This is an optimization exercise on Yosys and OpenROAD, whose aim is small area, a short achievable clock period and few clock cycles per item, not a production implementation.
Function was not checked in any run shown here: the RTL went through the layout flow alone.

==> flow/design.v, too long to show whole: its modules and the start of the top module <==
// module chirp_correlator: 937 lines
// module csa_fa: 4 lines
// module chirp_radar_ranger: 216 lines
module chirp_radar_ranger (
    input  wire        clk,
    input  wire        rst,
    input  wire        key_valid,
    input  wire [7:0]  key_char,
    input  wire        in_valid,
    output wire        in_ready,
    input  wire [15:0] mic,
    input  wire [31:0] now,
    output reg         out_valid,
    input  wire        out_ready,
    output wire [15:0] out_left,
    output reg         out_last,
    output reg         ev_valid,
    output reg         ev_kind,       
    output reg  [7:0]  ev_char,
    output reg  [5:0]  ev_index,
    output reg  [13:0] ev_dist,       
    output reg  [27:0] ev_amp
);
  // ...
==> flow/run.sh <==
#!/bin/bash
# synth_recipe.tcl (not shown) runs the flow's synth.tcl, then flattens the netlist and writes it again
# the make line also repeats each setting of config.mk as NAME=value (left out here)
make -C /OpenROAD-flow-scripts/flow DESIGN_CONFIG=/design/flow/config.mk WORK_HOME=/design/flow/orfs CLKGATE_MAP_FILE= SYNTH_SCRIPT=/design/flow/synth_recipe.tcl finish
==> flow/config.mk <==
export PLATFORM = sky130hd
export DESIGN_NAME = chirp_radar_ranger
export DESIGN_NICKNAME = chirp_radar_ranger
export VERILOG_FILES = /design/flow/design.v
export SDC_FILE = /design/flow/constraint.sdc
export NUM_CORES = 4
export LEC_CHECK = 0
export CAP_MARGIN = 20
export CORE_MARGIN = 2
export CORE_UTILIZATION = 40
export SLEW_MARGIN = 20
export SYNTH_HIERARCHICAL = 1
==> flow/constraint.sdc <==
create_clock -name core_clock -period 13.0 [get_ports {clk}]
set_input_delay 2.6000 -clock core_clock [delete_from_list [all_inputs] [get_ports {clk}]]
set_output_delay 2.6000 -clock core_clock [all_outputs]
set_load 0.01 [all_outputs]
==> flow_metrics.env, run 1 <==
export IMPL_grt_pass1_vias=22900
export IMPL_synth_simple_area_share_pct=5.09
export IMPL_grt_max_degree=164
export IMPL_reg2reg_depth=10
export IMPL_reg_top3="u_corr.win x224, next_tx x32, now0 x32"
export IMPL_synth_top_area_share_pct=34.4
export IMPL_relSlewSlack_pct=33.4
export IMPL_setup_tns_final_ns=0
export IMPL_hold_depth=1
export IMPL_cp_num_buf_inv=2
export IMPL_final_area_um2=44300
export IMPL_clk_path_buf_depth=3
export IMPL_arrival_ns=5.01
export IMPL_stdcell_count=4067
export IMPL_cp_start_kind="register"
export IMPL_start_util_pct=40.3
export IMPL_dp_cells=3925
export IMPL_slowest_delay_ns=0.69
export IMPL_hold_viol_final=0
export IMPL_outcome="timing/DRC/antenna clean"
export IMPL_finalSetupViolations=0
export IMPL_vias_per_cell=5.11
export IMPL_clkCellAreaFrac_pct=5.88
export IMPL_worst_path_stages=10
export IMPL_layout_comb_gates_multi_input=1590
export IMPL_vias=20800
export IMPL_drc=0
export IMPL_syn_cell_area_um2=38900
export IMPL_drtPass1Iterations=5
export IMPL_synth_xor_area_share_pct=2.57
export IMPL_worstMarginPinSlew_ns=1.00
export IMPL_crit_end="u_corr.win[11][14]"
export IMPL_ys_seq_area_share_pct=44.6
export IMPL_cp_max_fo=163
export IMPL_async_flop_share_pct=0
==> module chirp_radar_ranger, before the edit <==
module chirp_radar_ranger (
    input  wire        clk,
    input  wire        rst,
    input  wire        key_valid,
    input  wire [7:0]  key_char,
    input  wire        in_valid,
    output wire        in_ready,
    input  wire [15:0] mic,
    input  wire [31:0] now,
    output reg         out_valid,
    input  wire        out_ready,
    output wire [15:0] out_left,
    output reg         out_last,
    output reg         ev_valid,
    output reg         ev_kind,       
    output reg  [7:0]  ev_char,
    output reg  [5:0]  ev_index,
    output reg  [13:0] ev_dist,       
    output reg  [27:0] ev_amp
);
    localparam N          = 64;
    localparam R          = 16;
    localparam [23:0] TX_PERIOD_HI = 24'd1;    
    function automatic [7:0] chirp(input [3:0] n);
        case (n)
            4'd0: chirp = 8'sd0;     4'd1: chirp = 8'sd39;    4'd2: chirp = 8'sd87;
            4'd3: chirp = 8'sd119;   4'd4: chirp = 8'sd92;    4'd5: chirp = -8'sd9;
            4'd6: chirp = -8'sd112;  4'd7: chirp = -8'sd75;   4'd8: chirp = 8'sd82;
            4'd9: chirp = 8'sd86;   4'd10: chirp = -8'sd97;  4'd11: chirp = -8'sd35;
           4'd12: chirp = 8'sd118;  4'd13: chirp = -8'sd89;  4'd14: chirp = 8'sd8;
           default: chirp = 8'sd63;
        endcase
    endfunction
    reg        rdy;             
    reg  [5:0] icnt;            
    assign in_ready = rdy;
    wire acc = in_valid && rdy;
    reg        v0;
    reg [15:0] mic0;
    reg [31:0] now0;
    reg  [5:0] cnt0;
    reg        k0v;
    reg  [7:0] k0c;
    reg        key_pend;
    reg  [7:0] key_q;
    reg [31:0] next_tx;
    reg        armed;           
    reg  [5:0] zero_off;
    reg  [5:0] last_peak;
    reg        blk_tx;          
    reg        blk_det;         
    reg        busy;            
    reg        recal_q;         
    reg        warn_q;          
    reg  [3:0] tail;            
    reg        rep_v;           
    reg  [6:0] rep_rel;
    wire first0 = (cnt0 == 6'd0);
    wire last0  = (cnt0 == N - 1);
    wire step   = v0 && first0;
    wire fired   = (now0 >= next_tx);
    wire det_now = armed && !fired;
    wire is_r    = (key_q == 8'h72);
    wire cur_det = first0 ? det_now : blk_det;
    wire       tx_now  = step ? fired : blk_tx;
    wire [7:0] left_nx = (tx_now && icnt < R) ? chirp(icnt[3:0]) : 8'd0;
    wire       last_nx = (icnt == N - 1);
    reg  [7:0] left_q;
    reg  [7:0] sk_left;
    reg        sk_last;
    assign out_left = {{8{left_q[7]}}, left_q};
    wire main_free = !out_valid || out_ready;
    always @(posedge clk) begin
        if (rst) begin
            rdy       <= 1'b0;
            out_valid <= 1'b0;
            icnt      <= 6'd0;
        end else begin
            rdy <= 1'b1;
            if (!rdy) begin
                if (main_free && out_valid) begin
                    left_q   <= sk_left;
                    out_last <= sk_last;
                end else if (out_valid) begin
                    rdy <= 1'b0;
                end
            end else if (acc) begin
                icnt <= icnt + 6'd1;
                if (main_free) begin
                    out_valid <= 1'b1;
                    left_q    <= left_nx;
                    out_last  <= last_nx;
                end else begin
                    sk_left <= left_nx;
                    sk_last <= last_nx;
                    rdy     <= 1'b0;
                end
            end else if (main_free) begin
                out_valid <= 1'b0;
            end
        end
    end
    always @(posedge clk) begin
        if (rst) begin
            v0  <= 1'b0;
            k0v <= 1'b0;
        end else begin
            v0  <= acc;
            k0v <= key_valid;
        end
        k0c <= key_char;
        if (acc) begin
            mic0 <= mic;
            now0 <= now;
            cnt0 <= icnt;
        end
    end
    wire        c_done;
    wire [5:0]  c_idx;
    wire [27:0] c_amp;
    wire        in_tail = (tail != 4'd0);
    wire        c_shift = (v0 && cur_det) || in_tail;
    wire [15:0] c_x     = in_tail ? 16'd0 : mic0;
    wire        c_lag   = (v0 && cur_det && cnt0 >= R - 1) || in_tail;
    wire        c_first = !in_tail && (cnt0 == R - 1);
    wire        c_last  = (tail == 4'd1);
    chirp_correlator u_corr (
        .clk       (clk),
        .rst       (rst),
        .shift_en  (c_shift),
        .x         (c_x),
        .lag_v     (c_lag),
        .lag_first (c_first),
        .lag_last  (c_last),
        .done      (c_done),
        .best_idx  (c_idx),
        .best_amp  (c_amp)
    );
    always @(posedge clk) begin
        if (rst) begin
            key_pend  <= 1'b0;
            key_q     <= 8'd0;
            next_tx   <= 32'd0;
            armed     <= 1'b0;
            zero_off  <= 6'd0;
            last_peak <= 6'd0;
            blk_tx    <= 1'b0;
            blk_det   <= 1'b0;
            busy      <= 1'b0;
            recal_q   <= 1'b0;
            warn_q    <= 1'b0;
            tail      <= 4'd0;
            rep_v     <= 1'b0;
            ev_valid  <= 1'b0;
        end else begin
            ev_valid <= 1'b0;
            rep_v    <= 1'b0;
            if (step) begin
                blk_tx  <= fired;
                blk_det <= det_now;
                armed   <= fired;
                if (fired)
                    next_tx <= {now0[31:8] + TX_PERIOD_HI, now0[7:0]};
                if (det_now)
                    busy <= 1'b1;
                if (key_pend && !is_r) begin
                    ev_char <= key_q;
                    if (busy)
                        warn_q <= 1'b1;
                    else begin
                        ev_valid <= 1'b1;
                        ev_kind  <= 1'b0;
                    end
                end
                if (key_pend && is_r) begin
                    if ((busy && !rep_v) || det_now)
                        recal_q <= 1'b1;
                    else
                        zero_off <= rep_v ? c_idx : last_peak;
                end
            end
            if (v0 && last0 && cur_det)
                tail <= R - 1;
            else if (in_tail)
                tail <= tail - 4'd1;
            if (c_done) begin
                rep_v   <= 1'b1;
                rep_rel <= {1'b0, c_idx} - {1'b0, zero_off};
            end
            if (rep_v) begin
                busy      <= 1'b0;
                last_peak <= c_idx;
                ev_valid  <= 1'b1;
                ev_kind   <= 1'b1;
                ev_index  <= c_idx;
                ev_amp    <= c_amp;
                ev_dist   <= {{7{rep_rel[6]}}, rep_rel} * 14'd85;
                if (recal_q) begin
                    zero_off <= c_idx;
                    recal_q  <= 1'b0;
                end
            end
            if (warn_q && !rep_v && !busy) begin
                ev_valid <= 1'b1;
                ev_kind  <= 1'b0;
                warn_q   <= 1'b0;
            end
            if (k0v) begin
                key_pend <= 1'b1;
                key_q    <= k0c;
            end else if (step) begin
                key_pend <= 1'b0;
            end
        end
    end
endmodule
==> run 2, diff against run 1 <==
--- a/flow/design.v
+++ b/flow/design.v
@@ -3,17 +3,17 @@
     input  wire        rst,
     input  wire        shift_en,    
     input  wire [15:0] x,           
     input  wire        lag_v,       
     input  wire        lag_first,   
     input  wire        lag_last,    
     output reg         done,        
     output reg  [5:0]  best_idx,
-    output reg  [27:0] best_amp
+    output wire [27:0] best_amp
 );
     reg [15:0] win [1:14];
     integer i;
     always @(posedge clk) begin
         if (shift_en) begin
             for (i = 1; i < 14; i = i + 1)
                 win[i] <= win[i+1];
             win[14] <= x;
@@ -911,31 +911,33 @@
     wire [26:0] ra = {1'b1, c1326, c1374, c1372, c1370, c1368, c1366, c1364, c1362, c1360, c1358, c1356, c1354, c1352, c1350, c1348, c1346, c1344, c1342, c1340, ~c1338, ~c1336, ~c1334, c1332, ~c1330, c1328, ~s1183};
     wire [26:0] rb = {1'b0, c1376, s1375, s1373, s1371, s1369, s1367, s1365, s1363, s1361, s1359, s1357, s1355, s1353, s1351, s1349, s1347, s1345, s1343, s1341, s1339, ~s1337, ~s1335, ~s1333, s1331, ~s1329, ~s1327};
     reg  [26:0] corr;
     always @(posedge clk)
         corr <= ra + rb;
     wire        s   = corr[26];
     wire [25:0] w   = corr[25:0] ^ {26{s}};
     wire [25:0] mag = w + {25'd0, s};
-    wire [26:0] cmp = {1'b0, w} + {1'b0, ~best_amp[25:0]} + {26'd0, s};
+    reg  [25:0] amp;
+    assign best_amp = {2'b00, amp};
+    wire [26:0] cmp = {1'b0, w} + {1'b0, ~amp} + {26'd0, s};
     wire        gt  = cmp[26];
     reg  [5:0]  lag;
     wire        cv = fv[1], cf = ff[1], cl = fl[1];
     always @(posedge clk) begin
         if (rst) begin
             done <= 1'b0;
         end else begin
             done <= cv && cl;
         end
         if (cv) begin
             lag <= cf ? 6'd1 : lag + 6'd1;
             if (cf || gt) begin
                 best_idx <= cf ? 6'd0 : lag;
-                best_amp <= {2'b00, mag};
+                amp      <= mag;
             end
         end
     end
 endmodule
 module csa_fa (input wire a, input wire b, input wire c, output wire s, output wire co);
     assign s  = a ^ b ^ c;
     assign co = (a & b) | (a & c) | (b & c);
 endmodule
@@ -950,66 +952,67 @@
     input  wire [31:0] now,
     output reg         out_valid,
     input  wire        out_ready,
     output wire [15:0] out_left,
     output reg         out_last,
     output reg         ev_valid,
     output reg         ev_kind,       
     output reg  [7:0]  ev_char,
-    output reg  [5:0]  ev_index,
+    output wire [5:0]  ev_index,
     output reg  [13:0] ev_dist,       
-    output reg  [27:0] ev_amp
+    output wire [27:0] ev_amp
 );
     localparam N          = 64;
     localparam R          = 16;
     localparam [23:0] TX_PERIOD_HI = 24'd1;    
-    function automatic [7:0] chirp(input [3:0] n);
-        case (n)
-            4'd0: chirp = 8'sd0;     4'd1: chirp = 8'sd39;    4'd2: chirp = 8'sd87;
-            4'd3: chirp = 8'sd119;   4'd4: chirp = 8'sd92;    4'd5: chirp = -8'sd9;
-            4'd6: chirp = -8'sd112;  4'd7: chirp = -8'sd75;   4'd8: chirp = 8'sd82;
-            4'd9: chirp = 8'sd86;   4'd10: chirp = -8'sd97;  4'd11: chirp = -8'sd35;
-           4'd12: chirp = 8'sd118;  4'd13: chirp = -8'sd89;  4'd14: chirp = 8'sd8;
-           default: chirp = 8'sd63;
-        endcase
-    endfunction
     reg        rdy;             
     reg  [5:0] icnt;            
     assign in_ready = rdy;
     wire acc = in_valid && rdy;
     reg        v0;
     reg [15:0] mic0;
     reg [31:0] now0;
-    reg  [5:0] cnt0;
     reg        k0v;
     reg  [7:0] k0c;
     reg        key_pend;
     reg  [7:0] key_q;
     reg [31:0] next_tx;
     reg        armed;           
     reg  [5:0] zero_off;
     reg  [5:0] last_peak;
     reg        blk_tx;          
     reg        blk_det;         
     reg        busy;            
     reg        recal_q;         
     reg        warn_q;          
     reg  [3:0] tail;            
     reg        rep_v;           
     reg  [6:0] rep_rel;
-    wire first0 = (cnt0 == 6'd0);
-    wire last0  = (cnt0 == N - 1);
+    wire first0 = (icnt == 6'd1);
+    wire last0  = (icnt == 6'd0);
+    wire lagok0 = (icnt >= R) || (icnt == 6'd0);      
     wire step   = v0 && first0;
     wire fired   = (now0 >= next_tx);
     wire det_now = armed && !fired;
     wire is_r    = (key_q == 8'h72);
     wire cur_det = first0 ? det_now : blk_det;
     wire       tx_now  = step ? fired : blk_tx;
-    wire [7:0] left_nx = (tx_now && icnt < R) ? chirp(icnt[3:0]) : 8'd0;
+    reg  [7:0] chirp_n;         
+    always @(*) begin
+        case (icnt[3:0])
+            4'd0:  chirp_n = 8'sd0;     4'd1:  chirp_n = 8'sd39;    4'd2:  chirp_n = 8'sd87;
+            4'd3:  chirp_n = 8'sd119;   4'd4:  chirp_n = 8'sd92;    4'd5:  chirp_n = -8'sd9;
+            4'd6:  chirp_n = -8'sd112;  4'd7:  chirp_n = -8'sd75;   4'd8:  chirp_n = 8'sd82;
+            4'd9:  chirp_n = 8'sd86;    4'd10: chirp_n = -8'sd97;   4'd11: chirp_n = -8'sd35;
+            4'd12: chirp_n = 8'sd118;   4'd13: chirp_n = -8'sd89;   4'd14: chirp_n = 8'sd8;
+            default: chirp_n = 8'sd63;
+        endcase
+    end
+    wire [7:0] left_nx = (tx_now && icnt < R) ? chirp_n : 8'd0;
     wire       last_nx = (icnt == N - 1);
     reg  [7:0] left_q;
     reg  [7:0] sk_left;
     reg        sk_last;
     assign out_left = {{8{left_q[7]}}, left_q};
     wire main_free = !out_valid || out_ready;
     always @(posedge clk) begin
         if (rst) begin
@@ -1044,32 +1047,31 @@
     always @(posedge clk) begin
         if (rst) begin
             v0  <= 1'b0;
             k0v <= 1'b0;
         end else begin
             v0  <= acc;
             k0v <= key_valid;
         end
-        k0c <= key_char;
-        if (acc) begin
-            mic0 <= mic;
-            now0 <= now;
-            cnt0 <= icnt;
-        end
+        k0c  <= key_char;
+        mic0 <= mic;
+        now0 <= now;
     end
     wire        c_done;
     wire [5:0]  c_idx;
     wire [27:0] c_amp;
     wire        in_tail = (tail != 4'd0);
-    wire        c_shift = (v0 && cur_det) || in_tail;
+    wire        c_shift = (v0 && (first0 || blk_det)) || in_tail;
     wire [15:0] c_x     = in_tail ? 16'd0 : mic0;
-    wire        c_lag   = (v0 && cur_det && cnt0 >= R - 1) || in_tail;
-    wire        c_first = !in_tail && (cnt0 == R - 1);
+    wire        c_lag   = (v0 && !first0 && blk_det && lagok0) || in_tail;
+    wire        c_first = !in_tail && (icnt == R);
     wire        c_last  = (tail == 4'd1);
+    assign ev_index = c_idx;
+    assign ev_amp   = c_amp;
     chirp_correlator u_corr (
         .clk       (clk),
         .rst       (rst),
         .shift_en  (c_shift),
         .x         (c_x),
         .lag_v     (c_lag),
         .lag_first (c_first),
         .lag_last  (c_last),
@@ -1115,31 +1117,29 @@
                 end
                 if (key_pend && is_r) begin
                     if ((busy && !rep_v) || det_now)
                         recal_q <= 1'b1;
                     else
                         zero_off <= rep_v ? c_idx : last_peak;
                 end
             end
-            if (v0 && last0 && cur_det)
+            if (v0 && last0 && blk_det)
                 tail <= R - 1;
             else if (in_tail)
                 tail <= tail - 4'd1;
             if (c_done) begin
                 rep_v   <= 1'b1;
                 rep_rel <= {1'b0, c_idx} - {1'b0, zero_off};
             end
             if (rep_v) begin
                 busy      <= 1'b0;
                 last_peak <= c_idx;
                 ev_valid  <= 1'b1;
                 ev_kind   <= 1'b1;
-                ev_index  <= c_idx;
-                ev_amp    <= c_amp;
                 ev_dist   <= {{7{rep_rel[6]}}, rep_rel} * 14'd85;
                 if (recal_q) begin
                     zero_off <= c_idx;
                     recal_q  <= 1'b0;
                 end
             end
             if (warn_q && !rep_v && !busy) begin
                 ev_valid <= 1'b1;
==> flow_metrics.env, run 2 <==
export IMPL_die_area_um2=95600
export IMPL_finalSetupViolations=0
export IMPL_outcome="timing/DRC/antenna clean"
export IMPL_post_drt_wl_per_cell_um=23.2
export IMPL_cp_start_kind="input port"
export IMPL_slowest_stage="a21oi_1"
export IMPL_ys_flop_type="dfxtp_1"
export IMPL_yosysWarnings=9
export IMPL_path_class="input port to register"
export IMPL_gp_congestion=0.882
export IMPL_rows=111
export IMPL_cp_num_buf_inv=1
export IMPL_final_common_cell="fa_1"
export IMPL_postSynthCellCount=2549
export IMPL_hold_depth=2
export IMPL_layout_common_cells="fa_1 (669), dfxtp_1 (316), edfxtp_1 (310), inv_1 (247), ha_1 (155)"
export IMPL_cts_hold_buf=0
export IMPL_drive_gt1_share_pct=5.95
export IMPL_hold_viol_final=0
export IMPL_vias_per_cell=5.11
export IMPL_setup_tns_final_ns=0
export IMPL_rsz0062_at_grt="no"
export IMPL_r2r_start="u_corr.corr[26]"
export IMPL_coreArea_um2=91900
export IMPL_routed_wl_mm=93.4
export IMPL_utilization_pct=46.2
export IMPL_cts_made_buffers=73
export IMPL_startpoint="in_valid"
export IMPL_multi_input_area_um2=20400
export IMPL_drc=0
export IMPL_cts_sinks=627
export IMPL_ios=138
export IMPL_first_iter_violations=1702
export IMPL_worst_hold_startpoint="u_corr.fl[1]"
export IMPL_cp_max_fo=12
export IMPL_cts_setup_buffers=0
export IMPL_worstMarginPinSlew_ns=1.03
export IMPL_yosys_top_cells_count="fa_1 (669), dfxtp_1 (317), edfxtp_1 (310), inv_1 (247), ha_1 (155)"
export IMPL_syn_cell_area_um2=37300
export IMPL_synth_top_area_share_pct=35.9
export IMPL_synth_area_top_cells="fa_1 (36%), edfxtp_1 (25%), dfxtp_1 (17%)"
export IMPL_seqCellArea_um2=15700
export IMPL_min_to="u_corr.done"
export IMPL_largest_reg_flops=224
export IMPL_clk_pin_slew_ns=0.06
export IMPL_relSlewSlack_pct=31.5
export IMPL_path_delay_family="compound AO/OA/AOI/OAI gates"
export IMPL_reg2reg_depth=8
export IMPL_fmax_mhz=227
export IMPL_dp_hpwl_mm=74.0
export IMPL_htreeDepth=3
export IMPL_synth_edf_count=310
export IMPL_fin_crit_sh_pct=33.9
export IMPL_io_buffers=135
export IMPL_crit_required_ns=13.52
export IMPL_cts_root_buf="clkbuf_16"
export IMPL_synth_seq_cells=627
export IMPL_maxSlewViolCount=0
export IMPL_synthDistinctLibCells=83
export IMPL_drtPass1Iterations=7
export IMPL_reg_top3="u_corr.win x224, next_tx x32, now0 x32"
export IMPL_slowest_delay_ns=0.63
export IMPL_grt_pass1_vias=22600
export IMPL_ant_nets=0
export IMPL_fill_cells=8020
export IMPL_overflow=0
export IMPL_insertion_delay_ns=0.63
export IMPL_antenna_found_initial=1
export IMPL_yosysMostFrequentCell="fa_1"
export IMPL_vias=20500
export IMPL_grt_pass1_wl_mm=142
export IMPL_grt_max_degree=168
export IMPL_grt_usage_pct=20.2
export IMPL_skew_ns=0.0371
export IMPL_async_flop_share_pct=0
export IMPL_die_h_um=309
export IMPL_nets=3598
export IMPL_clk_path_buf_depth=3
export IMPL_dieWidth_um=309
export IMPL_min_period_ns=4.41
export IMPL_cts_tree="yes"
export IMPL_r2r_slack_ns=8.80
export IMPL_post_cts_resized=0
export IMPL_yosys_area_top_type="fa_1"
export IMPL_ys_seq_area_share_pct=42.0
export IMPL_area_growth_pct=13.9
export IMPL_path_cells="clkdlybuf4s50_1 > nand2_1 > or3_1 > a21oi_1 > mux2_2 > o221ai_1"
export IMPL_drv_cap=0
export IMPL_r2r_end="u_corr.amp[18]"
export IMPL_start_util_pct=40.5
export IMPL_holdCritPathClass="register to register"
export IMPL_crit_path_end_kind="register"
export IMPL_syn_avg_cell_area_um2=14.6
export IMPL_arrival_ns=4.93
export IMPL_top_register="u_corr.win"
==> run 2: worst reg2reg max path, delay by kind of cell, from the launching register on <==
family	cells	cell delay [ns]
XOR/XNOR	1	0.33
AO/OA/AOI/OAI	1	0.18
flip-flops	1	1.00
buffers and inverters	1	0.43
AND/OR/NAND/NOR	4	1.53
adder cells (fa/ha/maj)	1	0.39
==> run 2: cell families after synthesis <==
family,synth area share (%)
AO/OA/AOI/OAI,4.62
other,0.0101
AND/OR/NAND/NOR,5.62
flip-flops,42.0
XOR/XNOR,2.68
multiplexers,0.604
buffers and inverters,3.31
adder cells (fa/ha/maj),41.1
==> run 2: final cells by class <==
cell class | count | area share (%)
Antenna cell | 1 | 0.00589
Clock buffer | 107 | 5.26
Clock inverter | 27 | 0.613
Inverter | 247 | 2.18
Multi-Input combinational cell | 1621 | 48.1
Sequential cell | 627 | 36.9
Tap cell | 1243 | 3.66
Timing Repair Buffer | 143 | 3.34
==> run 2: worst max path at each step <==
stage	slack (ns)	end	cells after the start
6_report	8.59	chirp_n[1]	6
5_1_grt	8.44	chirp_n[1]	6
4_1_cts	8.64	ev_index[5]	1
3_5_place_dp	7.99	chirp_n[1]	6
3_3_place_gp	8.06	chirp_n[1]	6
2_1_floorplan	4.89	u_corr.win[10][0]	4
==> run 2: metal layers <==
layer	part of all wire, %	global-route usage, %	wire (um)
met5	0	0	0
met4	2.6	5.85	2400
met3	6.0	3.27	5580
met2	49	34.3	46100
met1	42	26.7	39300
==> run 2: per-stage QoR <==
step | area [um^2] | setup slack, ns | cells | hold slack (ns)
floorplan | 37300 | 4.89 | 2550 | 0.404
global placement | 40000 | 8.06 | 3881 | 0.425
detailed placement | 40000 | 7.99 | 3881 | 0.419
CTS | 42400 | 8.64 | 4015 | 0.434
global route | 42400 | 8.44 | 4015 | 0.456
finish | 42500 | 8.59 | 4016 | 0.421
==> run 2: per-module statistics from Yosys, one instance, submodules excluded <==
module | times used | flops+latches
chirp_radar_ranger | 1 | 187
csa_fa | 660 | 0
chirp_correlator | 1 | 440
==> run 3, diff against run 2 <==
==> flow/flow/run.sh (new file) <==
#!/bin/bash
# The standard layout (the standard.sh: standard synthesis, floorplan,
# placement, CTS, routing) at the design's clock period and constraints,
# with the resizer's setup repair asked to leave a margin of slack so that
# it works the paths down towards the period the design can reach.
set -euo pipefail
MARGIN=$(cat flow/margin.txt)
bash standard.sh SETUP_SLACK_MARGIN=$MARGIN finish > standard_make.log 2>&1
==> flow/flow/margin.txt (new file) <==
9.0
==> flow/standard.sh (new file) <==
#!/bin/bash
# synth_recipe.tcl (not shown) runs the flow's synth.tcl, then flattens the netlist and writes it again
# the make line also repeats each setting of config.mk as NAME=value (left out here)
make -C /OpenROAD-flow-scripts/flow DESIGN_CONFIG=/design/flow/config.mk WORK_HOME=/design/flow/orfs CLKGATE_MAP_FILE= SYNTH_SCRIPT=/design/flow/synth_recipe.tcl "${@:-finish}"
removed: flow/run.sh
==> flow_metrics.env, run 3 <==
export IMPL_outcome="timing/DRC/antenna clean"
export IMPL_top_register="u_corr.win"
export IMPL_finalSetupViolations=0
export IMPL_yosys_top_cells_count="fa_1 (669), dfxtp_1 (317), edfxtp_1 (310), inv_1 (247), ha_1 (155)"
export IMPL_drive_gt1_share_pct=8.39
export IMPL_dp_hpwl_mm=75.1
export IMPL_relSlewSlack_pct=41.3
export IMPL_gp_congestion=0.902
export IMPL_drv_cap=0
export IMPL_layout_common_cells="fa_1 (669), dfxtp_1 (315), edfxtp_1 (310), inv_1 (246), ha_1 (154)"
export IMPL_cts_hold_buf=0
export IMPL_holdCritPathClass="register to register"
export IMPL_cts_sinks=627
export IMPL_crit_required_ns=10.40
export IMPL_path_class="register to output pin"
export IMPL_yosysWarnings=9
export IMPL_insertion_delay_ns=0.65
export IMPL_cp_start_kind="register"
export IMPL_start_util_pct=40.5
export IMPL_synth_area_top_cells="fa_1 (36%), edfxtp_1 (25%), dfxtp_1 (17%)"
export IMPL_ant_nets=0
export IMPL_worstMarginPinSlew_ns=0.879
export IMPL_yosys_area_top_type="fa_1"
export IMPL_cts_made_buffers=74
export IMPL_antennaDiodeCount=0
export IMPL_rows=111
export IMPL_hold_viol_final=0
export IMPL_setup_tns_final_ns=0
export IMPL_utilization_pct=46.3
export IMPL_drc=0
export IMPL_overflow=0
export IMPL_clk_pin_slew_ns=0.06
export IMPL_vias=20800
export IMPL_final_common_cell="fa_1"
export IMPL_fin_crit_sh_pct=30.6
export IMPL_min_period_ns=3.98
export IMPL_nets=3625
export IMPL_routed_wl_mm=95.2
export IMPL_skew_ns=0.0308
export IMPL_first_iter_violations=1636
export IMPL_synth_seq_cells=627
export IMPL_fmax_mhz=251
export IMPL_clk_path_buf_depth=3
export IMPL_reg_top3="u_corr.win x224, next_tx x32, now0 x32"
export IMPL_drtPass1Iterations=5
export IMPL_io_buffers=135
export IMPL_ys_flop_type="dfxtp_1"
export IMPL_grt_use_met2_pct=34.4
export IMPL_grt_pass1_wl_mm=144
export IMPL_synthDistinctLibCells=83
export IMPL_arrival_ns=1.38
export IMPL_grt_max_degree=73
export IMPL_die_h_um=309
export IMPL_area_growth_pct=14.1
export IMPL_async_flop_share_pct=0
export IMPL_cts_root_buf="clkbuf_16"
export IMPL_grt_pass1_vias=22900
export IMPL_syn_cell_area_um2=37300
export IMPL_antenna_found_initial=1
export IMPL_maxSlewViolCount=0
export IMPL_coreArea_um2=91900
export IMPL_syn_avg_cell_area_um2=14.6
export IMPL_ios=138
export IMPL_synth_top_area_share_pct=35.9
export IMPL_grt_use_met1_pct=27.1
export IMPL_cp_max_fo=5
export IMPL_fill_cells=8063
export IMPL_htreeDepth=3
export IMPL_top_usage_layer="met2"
export IMPL_vias_per_cell=5.14
export IMPL_crit_path_end_kind="output pin"
export IMPL_post_drt_wl_per_cell_um=23.6
export IMPL_cts_tree="yes"
export IMPL_synth_edf_count=310
export IMPL_die_area_um2=95600
export IMPL_dieWidth_um=309
export IMPL_yosysMostFrequentCell="fa_1"
export IMPL_grt_usage_pct=20.5
export IMPL_use_met3_pct=4.24
export IMPL_postSynthCellCount=2549
export IMPL_rsz0062_at_grt="yes"
export IMPL_largest_reg_flops=224
export IMPL_ys_seq_area_share_pct=42.0
==> run 3: cell counts after synthesis <==
No cell type changed its count.
==> run 3: per-layer routing <==
| metal | wire length (um) | vias up |
|---|---|---|
| met5 | 17 | - |
| met4 | 2470 | 2 |
| met3 | 6110 | 160 |
| met2 | 46700 | 711 |
| met1 | 40000 | 10900 |
| li1 | - | 8957 |
==> run 3: repair_timing <==
| item | CTS | global route |
|---|---|---|
| gates cloned | 0 | 0 |
| pin swaps | 1 | 2 |
| resized for setup | 172 | 30 |
| setup buffers | 14 | 10 |
| endpoints found under the setup margin | 224 | 129 |
==> run 3: cell families (layout without fill, tap and decap cells) <==
logic type	count (synthesis)	after routing	share of synthesized area, %
simple gates	398	398	5.62
compound gates	261	261	4.62
buf+inv	302	552	3.31
mux	22	22	0.604
xor+xnor	114	114	2.68
other cells	1	2	0.0101
fa+ha+maj	824	824	41.1
flops	627	627	42.0
==> run 3: final timing paths <==
path / cells past startpoint / from / endpoint / slack, ns
setup / recovery: 3 / left_q[7] / out_left[12] / 9.02
hold / removal: 2 / u_corr.fl[1] / u_corr.done / 0.43
setup reg to reg: 11 / tail[0] / u_corr.p1_14_5 / 9.04
hold reg to reg: 2 / u_corr.fl[1] / u_corr.done / 0.43
==> run 3: stage by stage <==
step	worst slack (ns)	instances	hold slack (ns)	area (um^2)
final	9.02	4043	0.434	42500
after global routing	8.93	4043	0.450	42500
after CTS	8.97	4033	0.433	42400
after detailed placement	7.95	3883	0.420	40000
after global placement	8.00	3883	0.425	40000
after floorplan	9.03	2550	0.404	37300
==> run 3: cell type report <==
cell class / count / area, um^2 / area share, %
repair buffers: 169 / 1500 / 3.52
flip-flops and latches: 627 / 15700 / 36.8
clock buffers: 107 / 2110 / 4.96
clock inverters: 29 / 290 / 0.683
multi-input cells: 1621 / 20500 / 48.2
well taps: 1243 / 1560 / 3.66
inverters: 247 / 927 / 2.18
==> run 3: worst max-delay path, stage by stage, from the launching register on <==
cell and delay [ns]:
edfxtp_1 0.39, buf_6 0.13, buf_6 0.11, buf_2 0.13
==> run 3: per-module statistics from Yosys (local to each module, per instance) <==
module / cell area (um^2) / copies in the design / cells inside / flops+latches
chirp_correlator: 15300 / 1 / 1038 / 440
chirp_radar_ranger: 8730 / 1 / 851 / 187
csa_fa: 20.0 / 660 / 1 / 0

## afterwards: timing with drivers on the ports
The flow's constraints put no driver on any port. The routed layouts listed below were extracted and timed again, unchanged, in two steps.
Step 1: set_driving_cell puts a clkbuf_16 on clk and a buf_2 on each other input, an assumption about the parent block.
Step 2 times the ports against the registers' clock, not the clock port: input delays grow and output delays shrink by t, the midpoint of the rising clock arrivals with the driver on.
Slacks: ideal ports / drivers / drivers and shift; pairs: ideal ports / drivers.
run | t, ns | setup slack, ns | worst hold slack (ns) | slew at the worst register clock pin (ns) | worst slew at a driven data input, ns
run 1 | 0.701 | 8.258 / 8.258 / 7.690 | 0.441 / 0.441 / 0.441 | 0.07 / 0.07 | 0.05
run 2 | 0.680 | 8.594 / 8.618 / 7.950 | 0.421 / 0.421 / 0.421 | 0.07 / 0.07 | 0.07
run 3 | 0.699 | 9.017 / 8.950 / 8.445 | 0.434 / 0.434 / 0.434 | 0.06 / 0.06 | 0.08
After both steps every run listed still meets setup and hold. For run 2, which loses most, drivers alone change the setup slack by +0.024 ns; drivers and shift together by -0.644 ns.
